Context: an optimization exercise on an open-source flow, tuned for small area, a short achievable clock period and few clock cycles. The choices shown serve that exercise and are no tape-out recipe. RTL that was checked went through simulation tests only; none was proved equivalent to the original. Function not checked in runs 2 and 3: the RTL went through the layout flow alone. Power is estimated from default activity; no workload was simulated.

File: flow/design.v
module mdfu_ser_rx (
    input  wire       clk,
    input  wire       rst,         
    input  wire       dir_rsp,     
    input  wire       in_valid,
    input  wire [7:0] in_byte,
    output wire       in_ready,
    output reg        res_valid,
    input  wire       res_ready,
    output reg  [3:0] res_kind,    
    output reg  [3:0] res_sub,     
    output wire [4:0] res_seq,
    output wire       res_flag,    
    output wire [7:0] res_code,    
    output wire [5:0] res_len,     
    input  wire [5:0] rd_addr,
    output wire [7:0] rd_data
);
    localparam CAP  = 64;          
    localparam DCAP = 60;          
    localparam [7:0] START = 8'h56;
    localparam [7:0] END   = 8'h9E;
    localparam [7:0] ESC   = 8'hCC;
    localparam [3:0] K_PKT      = 4'h0;
    localparam [3:0] K_CHECKSUM = 4'h1;
    localparam [3:0] K_BADCMD   = 4'h3;
    localparam [3:0] K_BADSTS   = 4'h4;
    localparam [3:0] K_FRAMING  = 4'h6;
    localparam [3:0] K_SHORT    = 4'h7;
    localparam [3:0] FE_BAD_ESCAPE = 4'h3;
    localparam [3:0] FE_TOO_SHORT  = 4'h4;
    localparam [3:0] FE_OVERFLOW   = 4'h6;
    reg        in_frame;
    reg        esc;         
    reg        bad;         
    reg  [6:0] rcnt;        
    reg  [2:0] hs;          
    reg  [5:0] dp;          
    reg  [7:0] b0, b1;      
    reg [15:0] sum;         
    reg  [4:0] seq;
    reg        flag;
    reg  [7:0] code;
    reg  [7:0] dbuf [0:DCAP-1];
    assign in_ready = !res_valid || res_ready;
    assign res_seq  = seq;
    assign res_flag = flag;
    assign res_code = code;
    assign res_len  = dp;
    wire [3:0] s1, s2, s3;
    rx_dec2 u_s1 (.a(rd_addr[1:0]), .y(s1));
    rx_dec2 u_s2 (.a(rd_addr[3:2]), .y(s2));
    rx_dec2 u_s3 (.a(rd_addr[5:4]), .y(s3));
    wire [7:0] lv1 [0:15];
    wire [7:0] lv2 [0:3];
    genvar gi;
    generate
        for (gi = 0; gi < 15; gi = gi + 1) begin : g_l1
            rx_sel4 u_l1 (.s(s1), .d0(dbuf[4*gi]), .d1(dbuf[4*gi+1]),
                          .d2(dbuf[4*gi+2]), .d3(dbuf[4*gi+3]), .y(lv1[gi]));
        end
        for (gi = 0; gi < 3; gi = gi + 1) begin : g_l2
            rx_sel4 u_l2 (.s(s2), .d0(lv1[4*gi]), .d1(lv1[4*gi+1]),
                          .d2(lv1[4*gi+2]), .d3(lv1[4*gi+3]), .y(lv2[gi]));
        end
    endgenerate
    rx_sel3 u_l2x (.s(s2[2:0]), .d0(lv1[12]), .d1(lv1[13]), .d2(lv1[14]), .y(lv2[3]));
    rx_sel4 u_l3 (.s(s3), .d0(lv2[0]), .d1(lv2[1]), .d2(lv2[2]), .d3(lv2[3]), .y(rd_data));
    wire take     = in_valid && in_ready;
    wire is_start = (in_byte == START);
    wire is_end   = (in_byte == END);
    wire is_esc   = (in_byte == ESC);
    wire pair_ok  = (in_byte == 8'hA9) || (in_byte == 8'h61) || (in_byte == 8'h33);
    wire body     = take && in_frame && !is_start && !is_end && (rcnt != CAP);
    wire overflow = take && in_frame && !is_start && !is_end && (rcnt == CAP);
    wire ubyte    = body && (esc ? pair_ok : !is_esc);
    wire [7:0] u  = esc ? ~in_byte : in_byte;
    wire        full = hs[2];                        
    wire        par  = full ? dp[0] : hs[0];         
    wire [15:0] sum_add = par ? {b1, 8'h00} : {8'h00, b1};
    wire csum_ok = (~sum == {b0, b1});
    wire code_ok = (code >= 8'h01) && (code <= 8'h05);
    always @(posedge clk) begin
        if (ubyte && full)
            dbuf[dp] <= b1;
    end
    always @(posedge clk) begin
        if (rst) begin
            in_frame  <= 1'b0;
            esc       <= 1'b0;
            bad       <= 1'b0;
            rcnt      <= 7'd0;
            hs        <= 3'd0;
            dp        <= 6'd0;
            sum       <= 16'd0;
            res_valid <= 1'b0;
            res_kind  <= 4'd0;
            res_sub   <= 4'd0;
        end else begin
            if (res_valid && res_ready)
                res_valid <= 1'b0;
            if (take && is_start) begin
                in_frame <= 1'b1;
                esc      <= 1'b0;
                bad      <= 1'b0;
                rcnt     <= 7'd0;
                hs       <= 3'd0;
                dp       <= 6'd0;
                sum      <= 16'd0;
            end else if (take && in_frame && is_end) begin
                in_frame  <= 1'b0;
                res_valid <= 1'b1;
                if (bad || esc) begin
                    res_kind <= K_FRAMING;
                    res_sub  <= FE_BAD_ESCAPE;
                end else if (hs < 3'd2) begin
                    res_kind <= K_FRAMING;
                    res_sub  <= FE_TOO_SHORT;
                end else if (!csum_ok) begin
                    res_kind <= K_CHECKSUM;
                    res_sub  <= 4'd0;
                end else if (!full) begin
                    res_kind <= K_SHORT;
                    res_sub  <= 4'd0;
                end else if (!code_ok) begin
                    res_kind <= dir_rsp ? K_BADSTS : K_BADCMD;
                    res_sub  <= 4'd0;
                end else begin
                    res_kind <= K_PKT;
                    res_sub  <= 4'd0;
                end
            end else if (overflow) begin
                in_frame  <= 1'b0;
                res_valid <= 1'b1;
                res_kind  <= K_FRAMING;
                res_sub   <= FE_OVERFLOW;
            end else if (body) begin
                rcnt <= rcnt + 7'd1;
                if (esc) begin
                    esc <= 1'b0;
                    if (!pair_ok)
                        bad <= 1'b1;
                end else if (is_esc) begin
                    esc <= 1'b1;
                end
                if (ubyte) begin
                    if (!full)
                        hs <= hs + 3'd1;
                    else
                        dp <= dp + 6'd1;
                    if (hs >= 3'd2)
                        sum <= sum + sum_add;
                end
            end
        end
    end
    always @(posedge clk) begin
        if (ubyte) begin
            b0 <= u;
            b1 <= b0;
            if (hs == 3'd2) begin
                seq  <= b1[4:0];
                flag <= dir_rsp ? b1[6] : b1[7];
            end
            if (hs == 3'd3)
                code <= b1;
        end
    end
endmodule
module rx_dec2 (
    input  wire [1:0] a,
    output wire [3:0] y
);
    assign y = 4'd1 << a;
endmodule
module rx_sel4 (
    input  wire [3:0] s,
    input  wire [7:0] d0, d1, d2, d3,
    output wire [7:0] y
);
    assign y = (d0 & {8{s[0]}}) | (d1 & {8{s[1]}}) | (d2 & {8{s[2]}}) | (d3 & {8{s[3]}});
endmodule
module rx_sel3 (
    input  wire [2:0] s,
    input  wire [7:0] d0, d1, d2,
    output wire [7:0] y
);
    assign y = (d0 & {8{s[0]}}) | (d1 & {8{s[1]}}) | (d2 & {8{s[2]}});
endmodule
File: flow/constraint.sdc
create_clock -name core_clock -period 10.0 [get_ports {clk}]
set_input_delay 2.0000 -clock core_clock [delete_from_list [all_inputs] [get_ports {clk}]]
set_output_delay 2.0000 -clock core_clock [all_outputs]
set_load 0.01 [all_outputs]
File: flow/config.mk
export PLATFORM = sky130hd
export DESIGN_NAME = mdfu_ser_rx
export DESIGN_NICKNAME = mdfu_ser_rx
export VERILOG_FILES = /design/flow/design.v
export SDC_FILE = /design/flow/constraint.sdc
export NUM_CORES = 4
export LEC_CHECK = 0
export CAP_MARGIN = 20
export CORE_MARGIN = 2
export CORE_UTILIZATION = 40
export CTS_BUF_LIST = sky130_fd_sc_hd__clkbuf_16
export CTS_CLUSTER_DIAMETER = 80
export CTS_CLUSTER_SIZE = 25
export SETUP_SLACK_MARGIN = 4.3
export SLEW_MARGIN = 20
export SYNTH_HIERARCHICAL = 1
export SYNTH_MINIMUM_KEEP_SIZE = 0
File: flow/run.sh
#!/bin/bash
# synth_recipe.tcl (not shown) runs the flow's synth.tcl, then flattens the netlist and writes it again
# the make line also repeats each setting of config.mk as NAME=value (left out here)
make -C /OpenROAD-flow-scripts/flow DESIGN_CONFIG=/design/flow/config.mk WORK_HOME=/design/flow/orfs CLKGATE_MAP_FILE= SYNTH_SCRIPT=/design/flow/synth_recipe.tcl finish
==> results.cfg, run 1 <==
[outcome]
result_of_the_run = finished clean

[cells_and_area]
flow.area_growth_from_synthesis_pct = 13.4
design.final.nets = 1609
finish.instance_area_mm2 = 0.0250
drive_above_1_share = 0.128
insertedDiodeCount = 0
n_fill_cell = 4769

[sta]
rsz0062_at_grt = yes
fmaxAchievable_ghz = 0.167
setup_tns_ns = 0
min_period_over_period = 0.598
hold_ws_ns = 0.482
worst-slew-pin-transition_ns = 1.06
timing.final.max_slew_violations = 0
relSlewSlack = 0.288
setup-violations-final = 0
post_route_worst_setup_slack_ns = 4.02
hold_violations = 0
fin_crit_ns = 5.98
final.setup_skew_ns = 0.0360

[worst_setup_path]
timing.critical_path.cells = buf_12 -> and2b_4 -> buf_12 -> buf_16 -> a22oi_2 -> nand2_1 -> a222oi_1 -> inv_1 -> a22oi_1 -> nand2_1 -> buf_2
critPathKind = in2out
cp_slowest_cell = sky130_fd_sc_hd__a222oi_1
endpoint_kind = output pin
timing.critical_path.slowest_cell_delay_ns = 0.49
worst-endpoint-arrival_ns = 3.98
crit_required_ns = 8.00
startpoint_type = input pin
reg_to_reg_setup_timing_slack_ns = 5.98
crit_path_max_fanout = 6

[clock_tree]
clk_pin_slew_worst_paths_ns = 0.08
htreeDepth = 1
hold_buffers = 0
worstSkewPairLatency_ns = 0.62
cts-root-to-sink-buffers = 3
tritoncts = yes
inserted_clock_buffers = 29
clkSinkCount = 552
ctsRootBufferMaster = sky130_fd_sc_hd__clkbuf_16

[global_routing]
grt_max_degree = 76
grt_usage = 0.198
first_global_vias = 13000
number_of_antenna_violations_at_the_first_check_in_global_routing = 0
first_pass_grt_wire_length_um = 84100
grt.overflow.total = 0

[detailed_routing]
detailedRoute.firstPassIterationCount = 9
first_iter_violations = 1548
detail_route.wirelength_um = 57100
num_vias = 13300
detail_route.wl_per_cell_um = 25.0
postRouteAntennaNets = 0
vias_per_cell = 5.83
number_of_remaining_drc_errors = 0

[power_and_ir_drop]
leakagePower_nw = 8.24
p_per_area_mw_per_mm2 = 160
fin_total_pwr_mw = 4.00
max-vdd-ir-drop_mv = 0.129

[floorplanning]
num_rows = 86
fp.dieArea_mm2 = 0.0571
floorplan.io_pins = 57
die_height_um = 239
design.core.area_mm2 = 0.0549
initial_core_util = 0.402
floorplan.die.width_um = 239

[hold_path]
min_delay_worst_type = reg2reg

[synth]
synth-async-reset-ratio = 0
yosys_warnings = 7
post_synth_instance_area_mm2 = 0.0221
synth_enable_flop_cells = 510
syn-instance-count = 1530
synth-seq-area-share = 0.732
synth_top_flop_cell = sky130_fd_sc_hd__edfxtp_1
ys_ff_latch = 552
avgSynthCellArea_um2 = 14.4
synth.distinct_cells = 62

[placement]
port_buffers = 54
dpl_cell_area_mm2 = 0.0232
gp_congestion = 0.831
dpl_worst_slack_ns = 2.60
detailedPlacementHpwl_um = 31400

[job]
timing.max_cap.violations = 0
[stage by stage]
| stage | instances | utilization |
|---|---|---|
| after floorplan | 1531 | - |
| after global placement | 2207 | 0.422 |
| after detailed placement | 2207 | 0.422 |
| after CTS | 2281 | 0.454 |
| after global routing | 2285 | 0.456 |
| final | 2285 | 0.456 |
[layer usage]
metal  up-vias  track usage  wire (um)  part of all wire
met5         -            0          0                 0
met1      6692        0.278      24400              0.43
met3        96       0.0404       4770             0.083
li1       5962            -          -                 -
met2       565        0.310      26200              0.46
met4         0       0.0591       1740             0.030
[kinds of logic after synthesis]
group	after synthesis	share of synthesized area
XOR/XNOR	46	0.0182
adder cells (fa/ha/maj)	21	0.0122
AND/OR/NAND/NOR	391	0.0807
other	1	0.000170
buffers and inverters	122	0.0260
flip-flops	552	0.732
AO/OA/AOI/OAI	393	0.129
multiplexers	4	0.00187
[cells in the mapped netlist (2+ instances only)]
master	number	share of area
sky130_fd_sc_hd__a222oi_1	8	0.0036
sky130_fd_sc_hd__o21ai_0	16	0.0036
sky130_fd_sc_hd__a211o_1	2	0.00079
sky130_fd_sc_hd__a21o_1	3	0.0010
sky130_fd_sc_hd__a211oi_1	8	0.0027
sky130_fd_sc_hd__nor2_1	98	0.017
sky130_fd_sc_hd__buf_2	60	0.014
sky130_fd_sc_hd__a31oi_1	2	0.00057
sky130_fd_sc_hd__nor3_1	6	0.0014
sky130_fd_sc_hd__or2_2	2	0.00057
sky130_fd_sc_hd__a2111oi_0	2	0.00079
sky130_fd_sc_hd__mux2i_1	3	0.0014
sky130_fd_sc_hd__nand2_1	192	0.033
sky130_fd_sc_hd__xnor2_1	16	0.0063
sky130_fd_sc_hd__nand4_1	10	0.0028
sky130_fd_sc_hd__and2b_2	4	0.0016
sky130_fd_sc_hd__inv_1	21	0.0036
sky130_fd_sc_hd__clkbuf_1	11	0.0019
sky130_fd_sc_hd__nand3b_1	4	0.0014
sky130_fd_sc_hd__and2_1	14	0.0040
sky130_fd_sc_hd__a21oi_1	39	0.0088
sky130_fd_sc_hd__or4_1	2	0.00068
sky130_fd_sc_hd__nand3_1	10	0.0023
sky130_fd_sc_hd__and2_2	3	0.0010
sky130_fd_sc_hd__xor2_1	30	0.012
sky130_fd_sc_hd__and3_1	2	0.00057
sky130_fd_sc_hd__nand2b_1	6	0.0017
sky130_fd_sc_hd__nand2_2	2	0.00057
sky130_fd_sc_hd__o31a_1	2	0.00079
sky130_fd_sc_hd__a22oi_1	304	0.10
sky130_fd_sc_hd__clkbuf_2	21	0.0048
sky130_fd_sc_hd__ha_1	20	0.011
sky130_fd_sc_hd__nor4b_1	2	0.00079
sky130_fd_sc_hd__nand3_2	2	0.00091
sky130_fd_sc_hd__a211oi_2	2	0.0011
sky130_fd_sc_hd__buf_1	6	0.0010
sky130_fd_sc_hd__nor4_1	2	0.00057
sky130_fd_sc_hd__or3_1	5	0.0014
sky130_fd_sc_hd__edfxtp_1	510	0.69
sky130_fd_sc_hd__buf_4	2	0.00068
sky130_fd_sc_hd__or3b_2	2	0.00079
sky130_fd_sc_hd__dfxtp_1	42	0.038
sky130_fd_sc_hd__nor2b_1	13	0.0037
[placed cells by master (no fill, tap or decap), types with 8 or more instances in the layout]
cell type,netlist,final
sky130_fd_sc_hd__a211oi_1,8,8
sky130_fd_sc_hd__a21oi_1,39,39
sky130_fd_sc_hd__a222oi_1,8,8
sky130_fd_sc_hd__a22oi_1,304,247
sky130_fd_sc_hd__a22oi_2,0,57
sky130_fd_sc_hd__and2_1,14,14
sky130_fd_sc_hd__buf_12,0,10
sky130_fd_sc_hd__buf_16,0,10
sky130_fd_sc_hd__buf_4,2,21
sky130_fd_sc_hd__buf_6,1,8
sky130_fd_sc_hd__clkbuf_16,0,30
sky130_fd_sc_hd__clkdlybuf4s50_1,0,42
sky130_fd_sc_hd__dfxtp_1,42,42
sky130_fd_sc_hd__edfxtp_1,510,510
sky130_fd_sc_hd__ha_1,20,20
sky130_fd_sc_hd__inv_1,21,21
sky130_fd_sc_hd__nand2_1,192,181
sky130_fd_sc_hd__nand2_2,2,13
sky130_fd_sc_hd__nand3_1,10,10
sky130_fd_sc_hd__nand4_1,10,10
sky130_fd_sc_hd__nor2_1,98,96
sky130_fd_sc_hd__nor2b_1,13,11
sky130_fd_sc_hd__o21ai_0,16,16
sky130_fd_sc_hd__xnor2_1,16,16
sky130_fd_sc_hd__xor2_1,30,30
[modules after synthesis (local to each module, per instance)]
module       cells  flops+latches  area (um^2)
rx_dec2          4              0         26.3
rx_sel4         28              0          170
mdfu_ser_rx    968            552        18600
rx_sel3         18              0          120
[path summary, 6_finish.rpt]
| path | startpoint | end | cells after the start |
|---|---|---|---|
| setup / recovery | rd_addr[0] | rd_data[5] | 11 |
| hold / removal | b0[3] | b1[3] | 0 |
| setup reg to reg | rcnt[0] | dbuf[13][6] | 9 |
| hold reg to reg | b0[3] | b1[3] | 0 |
[layout make-up]
type | count | area (um^2) | share of cell area
clock buffer | 29 | 726 | 0.0290
timing repair buffer | 101 | 1290 | 0.0516
multi-input combinational | 864 | 5770 | 0.230
clock inverter | 14 | 134 | 0.00535
sequential | 552 | 16200 | 0.645
tap | 704 | 881 | 0.0352
inverter | 21 | 78.8 | 0.00315
[state kept, by name, summed over array words and instances (netlist names)]
register / cells
b1: 8
res_sub: 3
res_kind: 3
dbuf: 480
dp: 6
rcnt: 7
esc: 1
res_valid: 1
seq: 5
sum: 16
flag: 1
bad: 1
code: 8
hs: 3
b0: 8
in_frame: 1
[worst max-delay path: cells and delay by family]
family	cells	cell delay [ns]
buffers and inverters	5	0.66
and+or+nand+nor	3	0.45
AOI/OAI and AO/OA	3	0.85
[where the power goes]
group	total, mW	internal [mW]	switching (mW)
clock	1.29	0.546	0.740
sequential	2.48	2.48	0.0000601
combinational	0.234	0.0906	0.143
[what timing repair did]
action,CTS,global route
gates resized for setup,156,9
pin swaps,56,23
cloned,17,1
setup endpoints to repair,8,8
hold endpoints to repair,0,0
buffers inserted,14,3
Testbench counts, summed over its fixed seeds: cycles 31,403.
==> run 2: changes to the inputs <==
--- a/flow/design.v
+++ b/flow/design.v
@@ -180,3 +180,6 @@
 );
-    assign y = (d0 & {8{s[0]}}) | (d1 & {8{s[1]}}) | (d2 & {8{s[2]}}) | (d3 & {8{s[3]}});
+    wire [7:0] n01, n23;
+    rx_aoi22 u_a (.a1(d0), .a2({8{s[0]}}), .b1(d1), .b2({8{s[1]}}), .y(n01));
+    rx_aoi22 u_b (.a1(d2), .a2({8{s[2]}}), .b1(d3), .b2({8{s[3]}}), .y(n23));
+    rx_nand2 u_c (.a(n01), .b(n23), .y(y));
 endmodule
@@ -187,3 +190,18 @@
 );
-    assign y = (d0 & {8{s[0]}}) | (d1 & {8{s[1]}}) | (d2 & {8{s[2]}});
-endmodule
+    wire [7:0] n01, n2;
+    rx_aoi22 u_a (.a1(d0), .a2({8{s[0]}}), .b1(d1), .b2({8{s[1]}}), .y(n01));
+    rx_nand2 u_b (.a(d2), .b({8{s[2]}}), .y(n2));
+    rx_nand2 u_c (.a(n01), .b(n2), .y(y));
+endmodule
+module rx_aoi22 (
+    input  wire [7:0] a1, a2, b1, b2,
+    output wire [7:0] y
+);
+    assign y = ~((a1 & a2) | (b1 & b2));
+endmodule
+module rx_nand2 (
+    input  wire [7:0] a, b,
+    output wire [7:0] y
+);
+    assign y = ~(a & b);
+endmodule
==> run 2 against run 1 <==
Still clean on timing, DRC and antenna. Utilization rose by 0.45 points. Global-route usage is essentially flat. Critical path depth did not move. Count of clock-buffer cells in the layout up 1. Non-clock buffer count is 3 lower. Routed wire length grew 3.6%. Total power grew 3.2%. Setup slack improved by 0.12 ns. Hold slack better by 0.0015 ns. Sequential share of layout area down 3.6 points.
==> results.cfg, run 2 <==
[synth]
synth-adder-area-share = 0.0116
synth.distinct_cells = 60
synth-compound-area-share = 0.189
synth-seq-area-share = 0.695
post_synth_instance_area_mm2 = 0.0233
post-synth-top-count-cell = sky130_fd_sc_hd__edfxtp_1
synth-async-reset-ratio = 0
synth_largest_area_cell = sky130_fd_sc_hd__edfxtp_1
yosys_warnings = 7
avgSynthCellArea_um2 = 15.9
post_synth_main_area_contributors = sky130_fd_sc_hd__edfxtp_1 66%, sky130_fd_sc_hd__a22oi_2 17%, sky130_fd_sc_hd__dfxtp_1 3.6%
synth_common_cells = 510 x sky130_fd_sc_hd__edfxtp_1, 312 x sky130_fd_sc_hd__a22oi_2, 208 x sky130_fd_sc_hd__nand2_1, 98 x sky130_fd_sc_hd__nor2_1, 42 x sky130_fd_sc_hd__dfxtp_1
synth-simple-area-share = 0.0792
synth_enable_flop_cells = 510
synth_top_flop_cell = sky130_fd_sc_hd__edfxtp_1
post_synth_xor_area_fraction = 0.0173
yosysTopAreaCellShare = 0.658
yosys-mux-area-fraction = 0.00178
syn-instance-count = 1460
largest_family_of_logic_cells_by_synthesized_area = compound AO/OA/AOI/OAI gates
ys_ff_latch = 552

[placement]
dpl_worst_slack_ns = 2.65
gp_congestion = 0.808
port_buffers = 54
detailedPlacementHpwl_um = 32000

[hold_path]
min_delay_worst_type = reg2reg

[worst_setup_path]
crit_path_max_fanout = 8
worst-endpoint-arrival_ns = 3.85
reg_to_reg_setup_timing_slack_ns = 6.10
startpoint_type = input pin
critPathKind = in2out
critical_path.reg2reg.endpoint = dbuf[13][2]
worst_r2r_startpoint = rcnt[0]
worst-r2r-cell-count = 9
crit_required_ns = 8.00
endpoint = rd_data[4]
worstSetupStartpoint = rd_addr[1]
endpoint_kind = output pin

[sta]
final.setup_skew_ns = 0.0296
setup-violations-final = 0
setup_tns_ns = 0
hold_ws_ns = 0.483
post_route_worst_setup_slack_ns = 4.15
rsz0062_at_grt = yes
fin_crit_ns = 5.85
worst-slew-pin-transition_ns = 1.04
min_period_over_period = 0.585
fmaxAchievable_ghz = 0.171
hold_violations = 0
relSlewSlack = 0.309
timing.final.max_slew_violations = 0

[global_routing]
grt_usage = 0.197
first_global_vias = 13100
first_pass_grt_wire_length_um = 88400
grt.overflow.total = 0
grt_max_degree = 66
number_of_antenna_violations_at_the_first_check_in_global_routing = 1

[clock_tree]
worstSkewPairLatency_ns = 0.63
clk_pin_slew_worst_paths_ns = 0.07
hold_buffers = 0
inserted_clock_buffers = 30
ctsRootBufferMaster = sky130_fd_sc_hd__clkbuf_16
tritoncts = yes
htreeDepth = 1
clkSinkCount = 552
cts-root-to-sink-buffers = 3

[power_and_ir_drop]
power.share.sequential = 0.601
p_comb_frac = 0.066
leakagePower_nw = 8.37
max-vdd-ir-drop_mv = 0.140
cell_internal_pwr_mw = 3.18
power.clock.fraction = 0.333
p_sw_mw = 0.942
p_per_area_mw_per_mm2 = 156
swShare = 0.228

[detailed_routing]
vias_per_cell = 5.60
detailedRoute.firstPassIterationCount = 7
detail_route.wl_per_cell_um = 25.1
postRouteAntennaNets = 0
detail_route.wirelength_um = 59200
first_iter_violations = 1071
num_vias = 13200
number_of_remaining_drc_errors = 0

[cells_and_area]
final_cell_mix = 510 x sky130_fd_sc_hd__edfxtp_1, 312 x sky130_fd_sc_hd__a22oi_2, 188 x sky130_fd_sc_hd__nand2_1, 96 x sky130_fd_sc_hd__nor2_1
largest_registers = dbuf: 480 flops, sum: 16 flops
post-route-util = 0.461
multiInputGateArea_mm2 = 0.00709
largest_register_ffs = 480
layout_commonest_cell = sky130_fd_sc_hd__edfxtp_1
design.final.nets = 1613
largest-register = dbuf
area.sequential_mm2 = 0.0162
flow.area_growth_from_synthesis_pct = 14.1
drive_above_1_share = 0.291
n_fill_cell = 4990

[floorplanning]
initial_core_util = 0.404
floorplan.die.width_um = 245
fp.dieArea_mm2 = 0.0601
floorplan.io_pins = 57
design.core.area_mm2 = 0.0576
die_height_um = 245
num_rows = 88

[job]
timing.max_cap.violations = 0

[outcome]
result_of_the_run = finished clean
==> run 2: routing by layer <==
| metal | part of all wire | GRT usage | vias up |
|---|---|---|---|
| met5 | 0 | 0 | - |
| met4 | 0.022 | 0.0412 | 0 |
| met3 | 0.048 | 0.0257 | 72 |
| met1 | 0.45 | 0.276 | 6808 |
| met2 | 0.48 | 0.328 | 340 |
| li1 | - | - | 5983 |
==> run 2: worst min-delay path by stage <==
| stage | slack [ns] | to | start | depth (start not counted) |
|---|---|---|---|---|
| after floorplan | 0.45 | b1[0] | b0[0] | 0 |
| after global placement | 0.45 | b1[4] | b0[4] | 0 |
| after detailed placement | 0.46 | b1[4] | b0[4] | 0 |
| after CTS | 0.48 | res_sub[0] | res_sub[0] | 2 |
| after global routing | 0.50 | b1[2] | b0[2] | 0 |
| final | 0.48 | res_kind[0] | res_kind[0] | 2 |
==> run 2: layout make-up <==
cell class | count | share of cell area
flip-flops and latches | 552 | 0.609
multi-input cells | 878 | 0.267
repair buffers | 98 | 0.0491
well taps | 765 | 0.0361
clock buffers | 30 | 0.0283
clock inverters | 22 | 0.00830
inverters | 13 | 0.00184
diodes | 1 | 0.0000943
==> run 2: cell families after synthesis <==
group / count (synthesis)
flops: 552
compound gates: 393
fa+ha+maj: 21
mux: 4
buf+inv: 36
xor+xnor: 46
simple gates: 407
other cells: 1
==> run 2: what timing repair did <==
action	in CTS	in global routing
gates cloned	16	0
resized for setup	94	8
pin swaps	62	28
endpoints found under the setup margin	8	8
buffers inserted	12	1
==> run 2: critical path, cell delays in order <==
cell	delay, ns
sky130_fd_sc_hd__buf_12	0.11
sky130_fd_sc_hd__nor2b_4	0.13
sky130_fd_sc_hd__buf_12	0.15
sky130_fd_sc_hd__buf_16	0.16
sky130_fd_sc_hd__a22oi_2	0.28
sky130_fd_sc_hd__nand2_1	0.10
sky130_fd_sc_hd__a22oi_2	0.22
sky130_fd_sc_hd__nand2_1	0.10
sky130_fd_sc_hd__a22oi_2	0.30
sky130_fd_sc_hd__nand2_1	0.11
sky130_fd_sc_hd__buf_2	0.16
==> run 2: modules after synthesis, one instance, submodules excluded, excerpt <==
module	copies in the design	cell area, um^2	cells	flops+latches
mdfu_ser_rx	1	18600	968	552
rx_nand2	21	30.0	8	0
rx_dec2	3	26.3	4	0
rx_aoi22	39	100	8	0
==> run 2: power groups by stage <==
stage | combinational [mW] | sequential, mW | clock, mW
after CTS | 0.270 | 2.48 | 1.40
after detailed placement | 0.231 | 2.53 | 0
after global routing | 0.286 | 2.48 | 1.48
after floorplan | 0.159 | 2.53 | 0
after global placement | 0.230 | 2.53 | 0
final | 0.271 | 2.48 | 1.38
==> run 2: per-stage QoR <==
stage	power, mW	std cells	cell area (um^2)
floorplan	2.69	1461	23300
global placement	2.76	2276	24900
detailed placement	2.76	2276	24900
CTS	4.15	2356	26500
global route	4.24	2358	26500
finish	4.13	2359	26500
==> run 3: changes to the inputs <==
--- a/flow/design.v
+++ b/flow/design.v
@@ -82,5 +82,9 @@
     wire code_ok = (code >= 8'h01) && (code <= 8'h05);
+    reg       wr_en;
+    reg [7:0] wr_data;
     always @(posedge clk) begin
-        if (ubyte && full)
-            dbuf[dp] <= b1;
+        wr_en   <= ubyte && full && !rst;
+        wr_data <= b1;
+        if (wr_en)
+            dbuf[dp - 6'd1] <= wr_data;
     end
==> run 3 against run 2 <==
Die area rose by 1.6%. Routed wire length up 4.1%. Total power increased by 2.9%. First-iteration DRC count rose by 21%. Sequential share of layout area is 0.22 points lower. Cell count rose by 2.5%. Register-to-register slack improved by 0.28 ns. Sequential cell count rose by 9. Non-clock buffer count is 3 higher. Critical endpoint unchanged.
==> results.cfg, run 3 <==
[clock_tree]
hold_buffers = 0
clkSinkCount = 561
htreeDepth = 1
ctsRootBufferMaster = sky130_fd_sc_hd__clkbuf_16
inserted_clock_buffers = 30
cts-root-to-sink-buffers = 3
clk_pin_slew_worst_paths_ns = 0.09
worstSkewPairLatency_ns = 0.62
tritoncts = yes

[worst_setup_path]
crit_path_max_fanout = 15
startpoint_type = input pin
cp_slowest_cell = sky130_fd_sc_hd__a22oi_2
worst-endpoint-arrival_ns = 4.06
crit_required_ns = 8.00
endpoint_kind = output pin
cpLargestDelayFamily = compound AO/OA/AOI/OAI gates
critPathKind = in2out
timing.critical_path.buf_inv = 5
timing.critical_path.cells = buf_12 -> nor2b_4 -> buf_12 -> buf_12 -> buf_16 -> a22oi_2 -> nand2_1 -> a22oi_2 -> nand2_1 -> a22oi_2 -> nand2_1 -> buf_2
timing.critical_path.slowest_cell_delay_ns = 0.36

[synth]
post-synth-top-count-cell = sky130_fd_sc_hd__edfxtp_1
synth-async-reset-ratio = 0
avgSynthCellArea_um2 = 15.7
ys_ff_latch = 561
post_synth_main_area_contributors = sky130_fd_sc_hd__edfxtp_1 65%, sky130_fd_sc_hd__a22oi_2 17%, sky130_fd_sc_hd__dfxtp_1 4.3%
synth-seq-area-share = 0.691
yosysTopAreaCellShare = 0.648
yosys_warnings = 7
synth.distinct_cells = 61
syn-instance-count = 1509
synth_enable_flop_cells = 510
synth_largest_area_cell = sky130_fd_sc_hd__edfxtp_1
synth_top_flop_cell = sky130_fd_sc_hd__edfxtp_1
synth_common_cells = 510 x sky130_fd_sc_hd__edfxtp_1, 312 x sky130_fd_sc_hd__a22oi_2, 214 x sky130_fd_sc_hd__nand2_1, 105 x sky130_fd_sc_hd__nor2_1, 51 x sky130_fd_sc_hd__dfxtp_1
post_synth_instance_area_mm2 = 0.0236

[global_routing]
grt.overflow.total = 0
first_global_vias = 13400
first_pass_grt_wire_length_um = 91500
grt_usage = 0.203
number_of_antenna_violations_at_the_first_check_in_global_routing = 2
grt_max_degree = 61

[cells_and_area]
area.sequential_mm2 = 0.0163
flow.area_growth_from_synthesis_pct = 13.9
insertedDiodeCount = 0
largest_register_ffs = 480
design.final.nets = 1664
drive_above_1_share = 0.284
n_fill_cell = 5058
layout_commonest_cell = sky130_fd_sc_hd__edfxtp_1
multiInputGateArea_mm2 = 0.00728
largest_registers = dbuf: 480 flops, sum: 16 flops
post-route-util = 0.459
final_cell_mix = 510 x sky130_fd_sc_hd__edfxtp_1, 312 x sky130_fd_sc_hd__a22oi_2, 195 x sky130_fd_sc_hd__nand2_1, 103 x sky130_fd_sc_hd__nor2_1, 43 x sky130_fd_sc_hd__dfxtp_1
largest-register = dbuf
layout.cells.non_filler = 2419

[sta]
hold_ws_ns = 0.477
timing.final.max_slew_violations = 0
setup-violations-final = 0
fin_crit_ns = 6.06
min_period_over_period = 0.606
fmaxAchievable_ghz = 0.165
hold_violations = 0
final.setup_skew_ns = 0.0385
relSlewSlack = 0.296
setup_tns_ns = 0
rsz0062_at_grt = yes
worst-slew-pin-transition_ns = 1.06

[placement]
port_buffers = 54
detailedPlacementHpwl_um = 33400
gp_congestion = 0.804
placedCellCount = 2332

[detailed_routing]
wl_met2_um = 28400
detailedRoute.firstPassIterationCount = 5
detail_route.wirelength_um = 61700
top_layer = met4
num_vias = 13900
vias_per_cell = 5.73
first_iter_violations = 1299
postRouteAntennaNets = 0
met1Wirelength_um = 28300
number_of_remaining_drc_errors = 0
detail_route.wl_per_cell_um = 25.5
routed-wl-met3_um = 3650

[hold_path]
min_delay_worst_type = reg2reg

[floorplanning]
floorplan.die.width_um = 247
initial_core_util = 0.403
die_height_um = 247
floorplan.io_pins = 57
fp.dieArea_mm2 = 0.0611
num_rows = 89
design.core.area_mm2 = 0.0587

[job]
timing.max_cap.violations = 0

[power_and_ir_drop]
max-vdd-ir-drop_mv = 0.129
p_per_area_mw_per_mm2 = 158
fin_total_pwr_mw = 4.25
leakagePower_nw = 8.55

[outcome]
result_of_the_run = finished clean
[run 3: cell types whose count changed after synthesis, moves of 4 or more]
| cell | change |
|---|---|
| sky130_fd_sc_hd__clkbuf_1 | +4 |
| sky130_fd_sc_hd__o21ai_0 | +12 |
| sky130_fd_sc_hd__xor2_1 | +5 |
| sky130_fd_sc_hd__dfxtp_1 | +9 |
| sky130_fd_sc_hd__xnor2_1 | -4 |
| sky130_fd_sc_hd__nand2_1 | +6 |
| sky130_fd_sc_hd__nor2b_1 | +6 |
| sky130_fd_sc_hd__nor2_1 | +7 |
[run 3: kinds of logic after synthesis]
| logic type | share of synthesized area |
|---|---|
| flip-flops | 0.691 |
| multiplexers | 0.00222 |
| other | 0.000159 |
| XOR/XNOR | 0.0174 |
| AO/OA/AOI/OAI | 0.191 |
| buffers and inverters | 0.00699 |
| adder cells (fa/ha/maj) | 0.0120 |
| AND/OR/NAND/NOR | 0.0792 |
[run 3: what timing repair did]
item | CTS | global route
cloned | 13 | 0
setup endpoints to repair | 8 | 8
endpoints found under the hold margin | 0 | 0
pin swaps | 65 | 21
gates resized for setup | 94 | 2
buffers inserted | 16 | 3
[run 3: per-module statistics from Yosys, one instance, submodules excluded, excerpt]
| module | flip-flops and latches | cells |
|---|---|---|
| rx_dec2 | 0 | 4 |
| rx_nand2 | 0 | 8 |
| rx_aoi22 | 0 | 8 |
| mdfu_ser_rx | 561 | 1017 |
[run 3: worst register-to-register path, cell delays in order (launching register included)]
cell	delay, ns
sky130_fd_sc_hd__dfxtp_1	0.60
sky130_fd_sc_hd__inv_1	0.18
sky130_fd_sc_hd__ha_1	0.38
sky130_fd_sc_hd__xnor2_1	0.29
sky130_fd_sc_hd__nand4_1	0.80
sky130_fd_sc_hd__nor2_1	1.01
[run 3: per-stage QoR]
stage / setup WS, ns / instance area [um^2]
3_3_place_gp: 2.67 / 25300
4_1_cts: 4.03 / 26900
5_1_grt: 3.94 / 26900
6_report: 3.94 / 26900
2_1_floorplan: 2.87 / 23700
3_5_place_dp: 2.64 / 25300
[run 3: metal layers]
layer	up-vias	GRT usage
met1	7201	0.304
li1	6164	-
met5	-	0
met3	75	0.0252
met2	417	0.316
met4	0	0.0446
[run 3: final cells by class]
type,instances,area share
sequential,561,0.607
multi-input combinational,916,0.270
timing repair buffer,101,0.0472
tap,773,0.0359
clock buffer,31,0.0288
clock inverter,24,0.00924
inverter,13,0.00181
[run 3: power breakdown]
group	switching, mW	leakage (nW)	internal, mW
clock	0.792	0.531	0.665
combinational	0.169	3.02	0.107
sequential	0.000116	5.00	2.52
total	0.960	8.55	3.29
[run 3: worst paths after layout]
kind | end | startpoint | slack (ns) | cells past startpoint
setup / recovery | rd_data[4] | rd_addr[1] | 3.94 | 12
hold / removal | b1[1] | b0[1] | 0.48 | 0
setup reg to reg | dbuf[16][0] | dp[0] | 6.38 | 5
hold reg to reg | b1[1] | b0[1] | 0.48 | 0
==> run 4: changes to the inputs <==
--- a/flow/design.v
+++ b/flow/design.v
@@ -82,9 +82,5 @@
     wire code_ok = (code >= 8'h01) && (code <= 8'h05);
-    reg       wr_en;
-    reg [7:0] wr_data;
     always @(posedge clk) begin
-        wr_en   <= ubyte && full && !rst;
-        wr_data <= b1;
-        if (wr_en)
-            dbuf[dp - 6'd1] <= wr_data;
+        if (ubyte && full)
+            dbuf[dp] <= b1;
     end
@@ -184,6 +180,3 @@
 );
-    wire [7:0] n01, n23;
-    rx_aoi22 u_a (.a1(d0), .a2({8{s[0]}}), .b1(d1), .b2({8{s[1]}}), .y(n01));
-    rx_aoi22 u_b (.a1(d2), .a2({8{s[2]}}), .b1(d3), .b2({8{s[3]}}), .y(n23));
-    rx_nand2 u_c (.a(n01), .b(n23), .y(y));
+    assign y = (d0 & {8{s[0]}}) | (d1 & {8{s[1]}}) | (d2 & {8{s[2]}}) | (d3 & {8{s[3]}});
 endmodule
@@ -194,18 +187,3 @@
 );
-    wire [7:0] n01, n2;
-    rx_aoi22 u_a (.a1(d0), .a2({8{s[0]}}), .b1(d1), .b2({8{s[1]}}), .y(n01));
-    rx_nand2 u_b (.a(d2), .b({8{s[2]}}), .y(n2));
-    rx_nand2 u_c (.a(n01), .b(n2), .y(y));
+    assign y = (d0 & {8{s[0]}}) | (d1 & {8{s[1]}}) | (d2 & {8{s[2]}});
 endmodule
-module rx_aoi22 (
-    input  wire [7:0] a1, a2, b1, b2,
-    output wire [7:0] y
-);
-    assign y = ~((a1 & a2) | (b1 & b2));
-endmodule
-module rx_nand2 (
-    input  wire [7:0] a, b,
-    output wire [7:0] y
-);
-    assign y = ~(a & b);
-endmodule
==> flow/flow/run.sh (new file) <==
#!/bin/bash
# Layout flow: the standard ORFS flow, with clock-tree synthesis told
# to build larger sink clusters from clkbuf_16 and not to add dummy loads,
# and port buffers started from the smallest buffer.
set -euo pipefail
export CTS_ARGS="-sink_clustering_enable -repair_clock_nets -sink_clustering_size 25 -sink_clustering_max_diameter 80 -buf_list sky130_fd_sc_hd__clkbuf_16 -dont_use_dummy_load"
export BUFFER_PORTS_ARGS="-buffer_cell sky130_fd_sc_hd__buf_1"
bash standard.sh > orfs_make.log 2>&1
==> flow/standard.sh (new file) <==
#!/bin/bash
# synth_recipe.tcl (not shown) runs the flow's synth.tcl, then flattens the netlist and writes it again
# the make line also repeats each setting of config.mk as NAME=value (left out here)
make -C /OpenROAD-flow-scripts/flow DESIGN_CONFIG=/design/flow/config.mk WORK_HOME=/design/flow/orfs CLKGATE_MAP_FILE= SYNTH_SCRIPT=/design/flow/synth_recipe.tcl "${@:-finish}"
--- a/flow/config.mk
+++ b/flow/config.mk
@@ -10,5 +10,2 @@
 export CORE_UTILIZATION = 40
-export CTS_BUF_LIST = sky130_fd_sc_hd__clkbuf_16
-export CTS_CLUSTER_DIAMETER = 80
-export CTS_CLUSTER_SIZE = 25
 export SETUP_SLACK_MARGIN = 4.3
removed: flow/run.sh
==> run 4 against run 3 <==
Still clean. Via count decreased by 3.8%. Die area decreased by 6.5%. Cell count decreased by 6.3%. Count of clock-buffer cells in the layout decreased by 4. Setup slack improved by 0.028 ns. Critical path type unchanged.
==> results.cfg, run 4 <==
[outcome]
result_of_the_run = finished clean

[floorplanning]
fp.dieArea_mm2 = 0.0571
die_height_um = 239
floorplan.io_pins = 57
initial_core_util = 0.402
num_rows = 86
design.core.area_mm2 = 0.0549
floorplan.die.width_um = 239

[hold_path]
worstHoldStart = res_kind[0]
min_delay_worst_endpoint = res_kind[0]
min_delay_worst_type = reg2reg
timing.hold.worst_path_depth = 2

[sta]
rsz0062_at_grt = yes
setup_tns_ns = 0
fmaxAchievable_ghz = 0.166
final.setup_skew_ns = 0.0428
hold_violations = 0
fin_crit_ns = 6.03
timing.final.max_slew_violations = 0
worst-slew-pin-transition_ns = 0.968
setup-violations-final = 0
min_period_over_period = 0.603
relSlewSlack = 0.352
post_route_worst_setup_slack_ns = 3.97

[worst_setup_path]
cpLargestDelayFamily = compound AO/OA/AOI/OAI gates
timing.critical_path.buf_inv = 3
worst_r2r_startpoint = rcnt[0]
worst-r2r-cell-count = 9
critical_path.reg2reg.endpoint = dbuf[37][0]
cp_slowest_cell = sky130_fd_sc_hd__a222oi_1
reg_to_reg_setup_timing_slack_ns = 6.15
timing.critical_path.cells = buf_1 -> and2b_2 -> a222oi_1 -> inv_1 -> a22oi_2 -> nand2_1 -> buf_2
worst-endpoint-arrival_ns = 4.03
timing.critical_path.slowest_cell_delay_ns = 0.72
critPathKind = in2out
startpoint_type = input pin
crit_required_ns = 8.00
crit_path_max_fanout = 32
endpoint_kind = output pin

[clock_tree]
ctsRootBufferMaster = sky130_fd_sc_hd__clkbuf_16
tritoncts = yes
cts-root-to-sink-buffers = 3
clk_pin_slew_worst_paths_ns = 0.09
htreeDepth = 1
clkSinkCount = 552
hold_buffers = 0
worstSkewPairLatency_ns = 0.58
inserted_clock_buffers = 27

[synth]
yosysTopAreaCellShare = 0.694
post-synth-top-count-cell = sky130_fd_sc_hd__edfxtp_1
synth-async-reset-ratio = 0
post_synth_instance_area_mm2 = 0.0221
synth_common_cells = 510 x sky130_fd_sc_hd__edfxtp_1, 304 x sky130_fd_sc_hd__a22oi_1, 192 x sky130_fd_sc_hd__nand2_1, 98 x sky130_fd_sc_hd__nor2_1, 60 x sky130_fd_sc_hd__buf_2
synth_top_flop_cell = sky130_fd_sc_hd__edfxtp_1
post_synth_main_area_contributors = sky130_fd_sc_hd__edfxtp_1 69%, sky130_fd_sc_hd__a22oi_1 10%, sky130_fd_sc_hd__dfxtp_1 3.8%
syn-instance-count = 1530
synth.distinct_cells = 62
synth_enable_flop_cells = 510
ys_ff_latch = 552
synth_largest_area_cell = sky130_fd_sc_hd__edfxtp_1
yosys_warnings = 7
avgSynthCellArea_um2 = 14.4
synth-seq-area-share = 0.732

[cells_and_area]
insertedDiodeCount = 0
final_cell_mix = 510 x sky130_fd_sc_hd__edfxtp_1, 241 x sky130_fd_sc_hd__a22oi_1, 181 x sky130_fd_sc_hd__nand2_1, 96 x sky130_fd_sc_hd__nor2_1, 63 x sky130_fd_sc_hd__a22oi_2
layout_commonest_cell = sky130_fd_sc_hd__edfxtp_1
flow.area_growth_from_synthesis_pct = 11.9
largest_registers = dbuf: 480 flops, sum: 16 flops
largest-register = dbuf
largest_register_ffs = 480
design.final.nets = 1605
layout.cells.non_filler = 2267
drive_above_1_share = 0.120
n_fill_cell = 4793

[detailed_routing]
first_iter_violations = 1542
detailedRoute.firstPassIterationCount = 5
num_vias = 13300
vias_per_cell = 5.88
number_of_remaining_drc_errors = 0
detail_route.wl_per_cell_um = 25.9
detail_route.wirelength_um = 58600
postRouteAntennaNets = 0

[global_routing]
first_pass_grt_wire_length_um = 85700
grt_usage = 0.204
grt_max_degree = 66
first_global_vias = 12900
grt.overflow.total = 0
number_of_antenna_violations_at_the_first_check_in_global_routing = 1

[placement]
dpl_worst_slack_ns = 3.17
gp_congestion = 0.828
placedCellCount = 2205
port_buffers = 54
detailedPlacementHpwl_um = 31500

[power_and_ir_drop]
leakagePower_nw = 8.09
p_per_area_mw_per_mm2 = 157
fin_total_pwr_mw = 3.88
max-vdd-ir-drop_mv = 0.141

[job]
timing.max_cap.violations = 0
[run 4: cell types whose count changed after synthesis, moves of 12 or more]
cell | before | now
sky130_fd_sc_hd__o21ai_0 | 28 | 16
sky130_fd_sc_hd__clkbuf_2 | 0 | 21
sky130_fd_sc_hd__buf_2 | 3 | 60
sky130_fd_sc_hd__a22oi_2 | 312 | 0
sky130_fd_sc_hd__a22oi_1 | 2 | 304
sky130_fd_sc_hd__nand2_1 | 214 | 192
[run 4: how the worst max path moves through the flow]
| stage | startpoint | to | cells after the start |
|---|---|---|---|
| detailed placement | rd_addr[0] | rd_data[5] | 10 |
| global route | rd_addr[1] | rd_data[7] | 11 |
| global placement | rd_addr[0] | rd_data[5] | 10 |
| CTS | rd_addr[1] | rd_data[7] | 11 |
| finish | rd_addr[3] | rd_data[7] | 7 |
| floorplan | rd_addr[1] | rd_data[0] | 8 |
[run 4: logic make-up after synthesis]
family                   after synthesis  synth area share
flip-flops                           552             0.732
other                                  1          0.000170
multiplexers                           4           0.00187
AO/OA/AOI/OAI                        393             0.129
AND/OR/NAND/NOR                      391            0.0807
adder cells (fa/ha/maj)               21            0.0122
buffers and inverters                122            0.0260
XOR/XNOR                              46            0.0182
[run 4: layout make-up]
cell class / instances / area, um^2 / area share
inverters: 21 / 78.8 / 0.00319
well taps: 704 / 881 / 0.0357
multi-input cells: 861 / 5770 / 0.233
clock buffers: 27 / 676 / 0.0274
flip-flops and latches: 552 / 16200 / 0.654
repair buffers: 102 / 1140 / 0.0462
[run 4: repair_timing]
action / CTS / global route
gates cloned: 19 / 0
setup endpoints to repair: 8 / 8
pin swaps: 37 / 29
gates resized for setup: 95 / 41
endpoints found under the hold margin: 0 / 0
buffers inserted: 13 / 3
[run 4: per-stage QoR]
stage | utilization | hold WS [ns] | area, um^2
final | 0.450 | 0.484 | 24700
after CTS | 0.447 | 0.486 | 24500
after detailed placement | 0.416 | 0.462 | 22800
after global routing | 0.450 | 0.495 | 24700
after global placement | 0.416 | 0.457 | 22800
after floorplan | - | 0.447 | 22100
[run 4: power by group]
group	total [mW]	leakage, nW	internal [mW]	switching, mW
Clock	1.16	0.333	0.481	0.677
Sequential	2.48	4.92	2.48	0.0000567
Combinational	0.241	2.83	0.0936	0.147
Total	3.88	8.09	3.05	0.824
[run 4: per-module statistics from Yosys, one instance, submodules excluded]
module	area (um^2)	cells inside	flops+latches
rx_sel3	120	18	0
mdfu_ser_rx	18600	968	552
rx_dec2	26.3	4	0
rx_sel4	170	28	0
[run 4: metal layers]
metal | global-route usage | vias up | part of all wire
met5 | 0 | - | 0.00022
met4 | 0.0581 | 2 | 0.029
met3 | 0.0509 | 92 | 0.090
met2 | 0.317 | 582 | 0.45
met1 | 0.284 | 6718 | 0.43
li1 | - | 5940 | -
[run 4: worst min-delay path: cells and delay by family, from the launching register on]
| kind | cells | cell delay, ns |
|---|---|---|
| AND/OR/NAND/NOR | 1 | 0.06 |
| AO/OA/AOI/OAI | 1 | 0.05 |
| flip-flops | 1 | 0.33 |
Testbench counts of run 4, summed over its fixed seeds: cycles 31,403.
==> run 5: changes to the inputs <==
--- a/flow/config.mk
+++ b/flow/config.mk
@@ -10,2 +10,3 @@
 export CORE_UTILIZATION = 40
+export PLACE_DENSITY = 0.75
 export SETUP_SLACK_MARGIN = 4.3
@@ -14 +15,2 @@
 export SYNTH_MINIMUM_KEEP_SIZE = 0
+export TNS_END_PERCENT = 5
==> run 5 against run 4 <==
Still clean on timing, DRC and antenna. Global-route usage fell by 1.5 points. Design area shrank 1.2%. Critical path depth increased by 4. Routed wire length fell by 6.0%. Synthesized cell count did not move. Critical endpoint unchanged.
==> results.cfg, run 5 <==
[cells_and_area]
largest_registers = dbuf: 480 flops, sum: 16 flops
final_cell_mix = 510 x sky130_fd_sc_hd__edfxtp_1, 249 x sky130_fd_sc_hd__a22oi_1, 187 x sky130_fd_sc_hd__nand2_1, 96 x sky130_fd_sc_hd__nor2_1, 55 x sky130_fd_sc_hd__a22oi_2
layout_commonest_cell = sky130_fd_sc_hd__edfxtp_1
largest-register = dbuf
finish.instance_area_mm2 = 0.0244
drive_above_1_share = 0.108
insertedDiodeCount = 0
flow.area_growth_from_synthesis_pct = 10.6
design.final.nets = 1599
largest_register_ffs = 480

[floorplanning]
floorplan.io_pins = 57
num_rows = 86
fp.dieArea_mm2 = 0.0571
floorplan.die.width_um = 239
die_height_um = 239
design.core.area_mm2 = 0.0549
initial_core_util = 0.402

[placement]
dpl_cell_area_mm2 = 0.0228
gp_congestion = 0.832
port_buffers = 54
dpl_worst_slack_ns = 3.16
detailedPlacementHpwl_um = 29800

[synth]
synth-seq-area-share = 0.732
yosys_warnings = 7
synth_common_cells = 510 x sky130_fd_sc_hd__edfxtp_1, 304 x sky130_fd_sc_hd__a22oi_1, 192 x sky130_fd_sc_hd__nand2_1, 98 x sky130_fd_sc_hd__nor2_1, 60 x sky130_fd_sc_hd__buf_2
post-synth-top-count-cell = sky130_fd_sc_hd__edfxtp_1
avgSynthCellArea_um2 = 14.4
yosysTopAreaCellShare = 0.694
synth_enable_flop_cells = 510
synth-async-reset-ratio = 0
ys_ff_latch = 552
post_synth_instance_area_mm2 = 0.0221
synth_top_flop_cell = sky130_fd_sc_hd__edfxtp_1
synth_largest_area_cell = sky130_fd_sc_hd__edfxtp_1
synth.distinct_cells = 62
syn-instance-count = 1530
post_synth_main_area_contributors = sky130_fd_sc_hd__edfxtp_1 69%, sky130_fd_sc_hd__a22oi_1 10%, sky130_fd_sc_hd__dfxtp_1 3.8%

[hold_path]
min_delay_worst_endpoint = b1[3]
timing.hold.worst_path_depth = 0
min_delay_worst_type = reg2reg
worstHoldStart = b0[3]

[sta]
worst-slew-pin-transition_ns = 1.05
relSlewSlack = 0.302
post_route_worst_setup_slack_ns = 4.05
hold_ws_ns = 0.484
setup_tns_ns = 0
final.setup_skew_ns = 0.0258
timing.final.max_slew_violations = 0
min_period_over_period = 0.595
setup-violations-final = 0
hold_violations = 0
rsz0062_at_grt = yes
fin_crit_ns = 5.95
fmaxAchievable_ghz = 0.168

[clock_tree]
cts-root-to-sink-buffers = 3
clk_pin_slew_worst_paths_ns = 0.10
hold_buffers = 0
inserted_clock_buffers = 26
tritoncts = yes
ctsRootBufferMaster = sky130_fd_sc_hd__clkbuf_16
htreeDepth = 1
worstSkewPairLatency_ns = 0.58
clkSinkCount = 552

[global_routing]
grt_usage = 0.189
first_global_vias = 13400
grt_max_degree = 76
number_of_antenna_violations_at_the_first_check_in_global_routing = 2
first_pass_grt_wire_length_um = 82300
grt.overflow.total = 0

[detailed_routing]
detail_route.wl_per_cell_um = 24.4
detailedRoute.firstPassIterationCount = 6
vias_per_cell = 6.08
number_of_remaining_drc_errors = 0
first_iter_violations = 1930
num_vias = 13700
detail_route.wirelength_um = 55100
postRouteAntennaNets = 0

[worst_setup_path]
worst-endpoint-arrival_ns = 3.95
endpoint_kind = output pin
crit_path_max_fanout = 29
critical_path.reg2reg.endpoint = dbuf[33][1]
worst-r2r-cell-count = 9
critPathKind = in2out
startpoint_type = input pin
reg_to_reg_setup_timing_slack_ns = 6.11
crit_required_ns = 8.00
worst_r2r_startpoint = rcnt[0]

[power_and_ir_drop]
fin_total_pwr_mw = 3.82
max-vdd-ir-drop_mv = 0.113
leakagePower_nw = 7.97
p_per_area_mw_per_mm2 = 157

[job]
timing.max_cap.violations = 0

[outcome]
result_of_the_run = finished clean
==> run 5: cell counts after synthesis <==
No cell type changed its count.
==> run 5: worst max-delay path by stage <==
stage | from | to | slack (ns) | depth (start not counted)
2_1_floorplan | rd_addr[1] | rd_data[0] | 4.75 | 8
3_3_place_gp | rd_addr[0] | rd_data[7] | 3.24 | 10
3_5_place_dp | rd_addr[0] | rd_data[7] | 3.16 | 10
4_1_cts | rd_addr[1] | rd_data[7] | 4.15 | 12
5_1_grt | rd_addr[0] | rd_data[7] | 3.97 | 10
6_report | rd_addr[0] | rd_data[7] | 4.05 | 11
==> run 5: report_power, final <==
part / total (mW) / switching, mW / internal (mW)
clock: 1.12 / 0.658 / 0.465
sequential: 2.48 / 0.0000781 / 2.48
combinational: 0.222 / 0.140 / 0.0822
==> run 5: logic make-up (layout without fill, tap and decap cells) <==
group           after synthesis  count (layout)  share of synthesized area
other cells                   1               2                   0.000170
fa+ha+maj                    21              21                     0.0122
flops                       552             552                      0.732
buf+inv                     122             144                     0.0260
xor+xnor                     46              46                     0.0182
compound gates              393             393                      0.129
mux                           4               4                    0.00187
simple gates                391             395                     0.0807
==> run 5: critical path: stages <==
cell                      delay, ns
sky130_fd_sc_hd__buf_4         0.17
sky130_fd_sc_hd__and2b_4       0.27
sky130_fd_sc_hd__buf_12        0.16
sky130_fd_sc_hd__buf_16        0.17
sky130_fd_sc_hd__a22oi_2       0.18
sky130_fd_sc_hd__nand2_1       0.07
sky130_fd_sc_hd__a22oi_1       0.18
sky130_fd_sc_hd__nand2_1       0.14
sky130_fd_sc_hd__a22oi_2       0.30
sky130_fd_sc_hd__nand2_2       0.15
sky130_fd_sc_hd__buf_6         0.15
==> run 5: repair_timing <==
action / 4_1_cts / 5_1_grt
pin swaps: 30 / 17
endpoints found under the setup margin: 8 / 8
setup buffers: 12 / 1
gates resized for setup: 83 / 27
gates cloned: 14 / 2
==> run 5: per-layer routing <==
metal	up-vias	wire (um)	global-route usage
li1	5929	-	-
met1	6844	21500	0.260
met2	827	24900	0.290
met3	135	6830	0.0537
met4	2	1850	0.0589
met5	-	13	0
==> run 5: layout make-up <==
cell class,instances,area (um^2)
Multi-Input combinational cell,861,5700
Sequential cell,552,16200
Fill cell,4699,30500
Timing Repair Buffer,97,945
Inverter,21,78.8
Tap cell,704,881
Clock buffer,26,651
==> run 5: metrics by stage <==
step / utilization / cells
2_1_floorplan: - / 1531
3_3_place_gp: 0.416 / 2206
3_5_place_dp: 0.416 / 2206
4_1_cts: 0.441 / 2258
5_1_grt: 0.445 / 2261
6_report: 0.445 / 2261
==> run 5: modules after synthesis, one instance, submodules excluded <==
| module | area, um^2 | flops+latches |
|---|---|---|
| rx_sel3 | 120 | 0 |
| mdfu_ser_rx | 18600 | 552 |
| rx_sel4 | 170 | 0 |
| rx_dec2 | 26.3 | 0 |
==> run 6: changes to the inputs <==
--- a/flow/config.mk
+++ b/flow/config.mk
@@ -15,2 +15 @@
 export SYNTH_MINIMUM_KEEP_SIZE = 0
-export TNS_END_PERCENT = 5
==> run 6 against run 5 <==
Critical path depth is 1 higher. Utilization is 0.26 points higher. Critical endpoint is now rd_data[4]. Largest cell class unchanged. Design area is 0.57% higher. Highest routed layer unchanged. Fmax is 0.58% higher.
==> results.cfg, run 6 <==
[outcome]
result_of_the_run = finished clean

[clock_tree]
ctsRootBufferMaster = sky130_fd_sc_hd__clkbuf_16
tritoncts = yes
clkSinkCount = 552
worstSkewPairLatency_ns = 0.60
htreeDepth = 1
clk_pin_slew_worst_paths_ns = 0.10
inserted_clock_buffers = 26
cts-root-to-sink-buffers = 3

[global_routing]
grt.overflow.total = 0
first_pass_grt_wire_length_um = 82900
first_global_vias = 13500
number_of_antenna_violations_at_the_first_check_in_global_routing = 2
grt_usage = 0.190
grt_max_degree = 76

[cells_and_area]
post-route-util = 0.447
design.final.nets = 1602
layout_commonest_cell = sky130_fd_sc_hd__edfxtp_1
largest_registers = dbuf: 480 flops, sum: 16 flops
insertedDiodeCount = 0
largest-register = dbuf
final_cell_mix = 510 x sky130_fd_sc_hd__edfxtp_1, 240 x sky130_fd_sc_hd__a22oi_1, 189 x sky130_fd_sc_hd__nand2_1, 96 x sky130_fd_sc_hd__nor2_1, 64 x sky130_fd_sc_hd__a22oi_2
largest_register_ffs = 480
n_fill_cell = 4679
drive_above_1_share = 0.114
flow.area_growth_from_synthesis_pct = 11.2

[floorplanning]
num_rows = 86
floorplan.io_pins = 57
die_height_um = 239
initial_core_util = 0.402
fp.dieArea_mm2 = 0.0571
floorplan.die.width_um = 239
design.core.area_mm2 = 0.0549

[placement]
gp_congestion = 0.832
detailedPlacementHpwl_um = 29800
port_buffers = 54
dpl_worst_slack_ns = 3.16

[sta]
final.setup_skew_ns = 0.0296
relSlewSlack = 0.279
min_period_over_period = 0.591
post_route_worst_setup_slack_ns = 4.09
fin_crit_ns = 5.91
hold_violations = 0
hold_ws_ns = 0.483
rsz0062_at_grt = yes
setup-violations-final = 0
setup_tns_ns = 0
worst-slew-pin-transition_ns = 1.08
fmaxAchievable_ghz = 0.169
timing.final.max_slew_violations = 0

[detailed_routing]
first_iter_violations = 1887
routed-wl-met3_um = 7040
detailedRoute.firstPassIterationCount = 5
wl_met2_um = 25300
number_of_remaining_drc_errors = 0
met1Wirelength_um = 21700
vias_per_cell = 6.10
detail_route.wl_per_cell_um = 24.6
top_layer = met5
detail_route.wirelength_um = 55800
postRouteAntennaNets = 0
num_vias = 13800

[worst_setup_path]
worst-endpoint-arrival_ns = 3.91
crit_required_ns = 8.00
startpoint_type = input pin
endpoint_kind = output pin
reg_to_reg_setup_timing_slack_ns = 6.02
crit_path_max_fanout = 8
critPathKind = in2out

[power_and_ir_drop]
max-vdd-ir-drop_mv = 0.118
leakagePower_nw = 8.02
p_per_area_mw_per_mm2 = 156

[hold_path]
min_delay_worst_type = reg2reg

[synth]
synth.distinct_cells = 62
synth_top_flop_cell = sky130_fd_sc_hd__edfxtp_1
post_synth_main_area_contributors = sky130_fd_sc_hd__edfxtp_1 69%, sky130_fd_sc_hd__a22oi_1 10%, sky130_fd_sc_hd__dfxtp_1 3.8%
avgSynthCellArea_um2 = 14.4
synth-async-reset-ratio = 0
syn-instance-count = 1530
synth_enable_flop_cells = 510
synth-seq-area-share = 0.732
yosysTopAreaCellShare = 0.694
synth_largest_area_cell = sky130_fd_sc_hd__edfxtp_1
synth_common_cells = 510 x sky130_fd_sc_hd__edfxtp_1, 304 x sky130_fd_sc_hd__a22oi_1, 192 x sky130_fd_sc_hd__nand2_1, 98 x sky130_fd_sc_hd__nor2_1, 60 x sky130_fd_sc_hd__buf_2
yosys_warnings = 7
post_synth_instance_area_mm2 = 0.0221
post-synth-top-count-cell = sky130_fd_sc_hd__edfxtp_1
ys_ff_latch = 552

[job]
timing.max_cap.violations = 0
## run 6: cell counts after synthesis
No cell type changed its count.
## run 6: logic make-up (layout without fill, tap and decap cells)
logic type,after synthesis,count (layout),share of synthesized area
AO/OA/AOI/OAI,393,393,0.129
XOR/XNOR,46,46,0.0182
adder cells (fa/ha/maj),21,21,0.0122
buffers and inverters,122,147,0.0260
flip-flops,552,552,0.732
multiplexers,4,4,0.00187
other,1,2,0.000170
AND/OR/NAND/NOR,391,395,0.0807
## run 6: repair_timing
item                                    in CTS  in global routing
buffers inserted                            12                  1
pin swaps                                   38                 28
resized for setup                           97                 25
cloned                                      17                  2
endpoints found under the setup margin       8                  8
hold buffers                                 0                  0
hold endpoints to repair                     0                  0
## run 6: final timing paths
path         startpoint          end  depth (start not counted)
min               b0[3]        b1[3]                          0
max          rd_addr[1]   rd_data[4]                         12
max reg2reg     rcnt[0]  dbuf[33][1]                          9
min reg2reg       b0[3]        b1[3]                          0
## run 6: area by class of cell
class | instances | area [um^2] | area share
Multi-Input combinational cell | 861 | 5740 | 0.234
Clock buffer | 26 | 651 | 0.0265
Timing Repair Buffer | 100 | 1040 | 0.0425
Inverter | 21 | 78.8 | 0.00321
Sequential cell | 552 | 16200 | 0.658
Tap cell | 704 | 881 | 0.0359
## run 6: through the flow
step	std cells	power (mW)	instance area (um^2)
global route	2264	3.92	24600
global placement	2206	2.69	22800
finish	2264	3.83	24600
detailed placement	2206	2.69	22800
floorplan	1531	2.64	22100
CTS	2261	3.82	24400
## run 6: critical path, cell delays in order
cell	delay, ns
sky130_fd_sc_hd__buf_12	0.12
sky130_fd_sc_hd__nor2b_4	0.14
sky130_fd_sc_hd__buf_12	0.15
sky130_fd_sc_hd__buf_12	0.15
sky130_fd_sc_hd__buf_16	0.14
sky130_fd_sc_hd__a22oi_2	0.14
sky130_fd_sc_hd__nand2_1	0.10
sky130_fd_sc_hd__a222oi_1	0.32
sky130_fd_sc_hd__inv_1	0.17
sky130_fd_sc_hd__a22oi_2	0.20
sky130_fd_sc_hd__nand2_1	0.11
sky130_fd_sc_hd__buf_2	0.16
## run 6: modules after synthesis, one instance, submodules excluded
module | copies in the design | cells inside | cell area, um^2
mdfu_ser_rx | 1 | 968 | 18600
rx_sel3 | 1 | 18 | 120
rx_sel4 | 19 | 28 | 170
rx_dec2 | 3 | 4 | 26.3
## run 6: where the power goes
part	internal, mW	switching [mW]
Sequential	2.48	0.0000787
Combinational	0.0877	0.142
Clock	0.464	0.661
Total	3.03	0.804
## run 6: routing by layer
metal	global-route usage	vias up
met2	0.294	883
met1	0.262	6858
met5	0	-
li1	-	5936
met3	0.0525	128
met4	0.0585	2
==> run 7: changes to the inputs <==
--- a/flow/config.mk
+++ b/flow/config.mk
@@ -11,3 +11,3 @@
 export PLACE_DENSITY = 0.75
-export SETUP_SLACK_MARGIN = 4.3
+export SETUP_SLACK_MARGIN = 5
 export SLEW_MARGIN = 20
@@ -15 +15,2 @@
 export SYNTH_MINIMUM_KEEP_SIZE = 0
+export TNS_END_PERCENT = 1
==> run 7 against run 6 <==
Synthesized cell count unchanged. Critical path depth down 2. Combinational power down 12%. Synthesized area unchanged. Clock power about the same. First-iteration DRC count down 22%. Hold slack worse by 0.0062 ns. Critical path type unchanged. Largest cell class unchanged.
==> results.cfg, run 7 <==
[global_routing]
grt_max_degree = 73
grt.overflow.total = 0
first_pass_grt_wire_length_um = 78500

[synth]
largest_family_of_logic_cells_by_synthesized_area = compound AO/OA/AOI/OAI gates
post_synth_main_area_contributors = sky130_fd_sc_hd__edfxtp_1 69%, sky130_fd_sc_hd__a22oi_1 10%, sky130_fd_sc_hd__dfxtp_1 3.8%
post_synth_instance_area_mm2 = 0.0221
synth_largest_area_cell = sky130_fd_sc_hd__edfxtp_1
synth-simple-area-share = 0.0807
yosys-mux-area-fraction = 0.00187
synth.distinct_cells = 62
synth-async-reset-ratio = 0
ys_ff_latch = 552
post-synth-top-count-cell = sky130_fd_sc_hd__edfxtp_1

[floorplanning]
floorplan.die.width_um = 239
initial_core_util = 0.402
die_height_um = 239

[power_and_ir_drop]
p_comb_frac = 0.053
max-vdd-ir-drop_mv = 0.157
p_per_area_mw_per_mm2 = 159
power.share.sequential = 0.645

[clock_tree]
cts-root-to-sink-buffers = 3
tritoncts = yes
ctsRootBufferMaster = sky130_fd_sc_hd__clkbuf_16
worstSkewPairLatency_ns = 0.63
clk_pin_slew_worst_paths_ns = 0.08
inserted_clock_buffers = 28

[sta]
hold_ws_ns = 0.477
worst-slew-pin-transition_ns = 0.992
relSlewSlack = 0.336
timing.final.max_slew_violations = 0
rsz0062_at_grt = yes
min_period_over_period = 0.583
post_route_worst_setup_slack_ns = 4.17
fin_crit_ns = 5.83
fmaxAchievable_ghz = 0.171

[detailed_routing]
vias_per_cell = 5.87
num_vias = 13200
postRouteAntennaNets = 0

[cells_and_area]
flow.area_growth_from_synthesis_pct = 9.78
largest-register = dbuf

[placement]
gp_congestion = 0.843
port_buffers = 54

[worst_setup_path]
timing.critical_path.buf_inv = 4
critPathKind = in2out
cp_slowest_cell = sky130_fd_sc_hd__a222oi_1
cp_common_cell = sky130_fd_sc_hd__a22oi_2
reg_to_reg_setup_timing_slack_ns = 6.20
startpoint_type = input pin

[outcome]
result_of_the_run = finished clean
==> run 7: cell types whose count changed in the layout (fill, tap and decap cells not counted), moves of 2 or more <==
cell	change
sky130_fd_sc_hd__buf_12	+2
sky130_fd_sc_hd__buf_6	-5
sky130_fd_sc_hd__bufbuf_16	-4
sky130_fd_sc_hd__buf_4	-4
sky130_fd_sc_hd__clkbuf_2	+3
sky130_fd_sc_hd__nor2b_4	+2
sky130_fd_sc_hd__a22oi_1	+12
sky130_fd_sc_hd__buf_16	-8
sky130_fd_sc_hd__clkbuf_16	+3
sky130_fd_sc_hd__and2_4	+3
sky130_fd_sc_hd__a22oi_2	-12
sky130_fd_sc_hd__and2_2	-3
==> run 7: cell families (layout without fill, tap and decap cells) <==
group / count (synthesis) / after routing
AOI/OAI and AO/OA: 393 / 393
xor gates and xnor gates: 46 / 46
adders and majority gates: 21 / 21
buffers and inverters: 122 / 135
DFF: 552 / 552
muxes: 4 / 4
other: 1 / 2
and+or+nand+nor: 391 / 397
==> run 7: power by group through the flow <==
| stage | sequential [mW] | combinational [mW] | clock (mW) |
|---|---|---|---|
| finish | 2.48 | 0.203 | 1.16 |
| global route | 2.48 | 0.214 | 1.25 |
| CTS | 2.48 | 0.181 | 1.17 |
| detailed placement | 2.53 | 0.161 | 0 |
| global placement | 2.53 | 0.158 | 0 |
| floorplan | 2.53 | 0.115 | 0 |
==> run 7: per-module statistics from Yosys, one instance, submodules excluded <==
module / cell area, um^2 / times used
rx_dec2: 26.3 / 3
rx_sel3: 120 / 1
rx_sel4: 170 / 19
mdfu_ser_rx: 18600 / 1
==> run 7: worst reg2reg max path: cells and delay by family (launching register included) <==
kind                       cells  cell delay (ns)
and+or+nand+nor                4             1.86
buffers and inverters          2             0.43
DFF                            1             0.39
adders and majority gates      1             0.20
AOI/OAI and AO/OA              2             0.54
==> run 7: metrics by stage <==
stage          total power [mW]  std cells
2_1_floorplan              2.65       1531
3_3_place_gp               2.69       2205
3_5_place_dp               2.69       2205
6_report                   3.84       2254
4_1_cts                    3.83       2246
5_1_grt                    3.94       2254
==> run 7: cell type report <==
cell class              instances  area [um^2]
fillers                      4745        30600
flip-flops and latches        552        16200
multi-input cells             863         5720
well taps                     704          881
repair buffers                 86          702
clock buffers                  28          701
inverters                      21         78.8
==> run 7: what timing repair did <==
action                     4_1_cts  5_1_grt
pin swaps                        3       17
setup endpoints to repair        8       49
resized for setup               33       58
hold buffers                     0        0
buffers inserted                 4        5
gates cloned                     9        3
==> run 7: path summary, 6_finish.rpt <==
check	startpoint	endpoint	cells after the start
hold / removal	b0[4]	b1[4]	0
setup reg to reg	rcnt[0]	dbuf[29][0]	9
hold reg to reg	b0[4]	b1[4]	0
setup / recovery	rd_addr[1]	rd_data[2]	10
==> run 7: layer usage <==
layer | part of all wire | GRT usage
met1 | 0.38 | 0.236
met2 | 0.47 | 0.291
met3 | 0.11 | 0.0509
met4 | 0.036 | 0.0634
met5 | 0 | 0

afterwards: timing with drivers on the ports:
No port has a modelled driver above. Below, the same layouts with a new extraction and two added sets of constraints.
Step 1 assumes that a clkbuf_16 drives the clock port and a buf_2 every other input.
Step 2 times the ports against the registers' clock, not the clock port: input delays grow and output delays shrink by t, the midpoint of the rising clock arrivals with the driver on.
Three values: no drivers, after step 1, after step 2; two values: the first two.
run | t, ns | slack for setup (ns)
run 1 | 0.655 | 4.025 / 3.961 / 3.879
run 2 | 0.663 | 4.146 / 4.092 / 3.998
run 3 | 0.654 | 3.944 / 3.888 / 3.888
run 4 | 0.621 | 3.973 / 3.940 / 3.940
run 5 | 0.619 | 4.051 / 4.010 / 4.010
run 6 | 0.623 | 4.085 / 4.033 / 4.033
run 7 | 0.625 | 4.168 / 4.042 / 4.042
After both steps setup and hold are still met in every run listed.
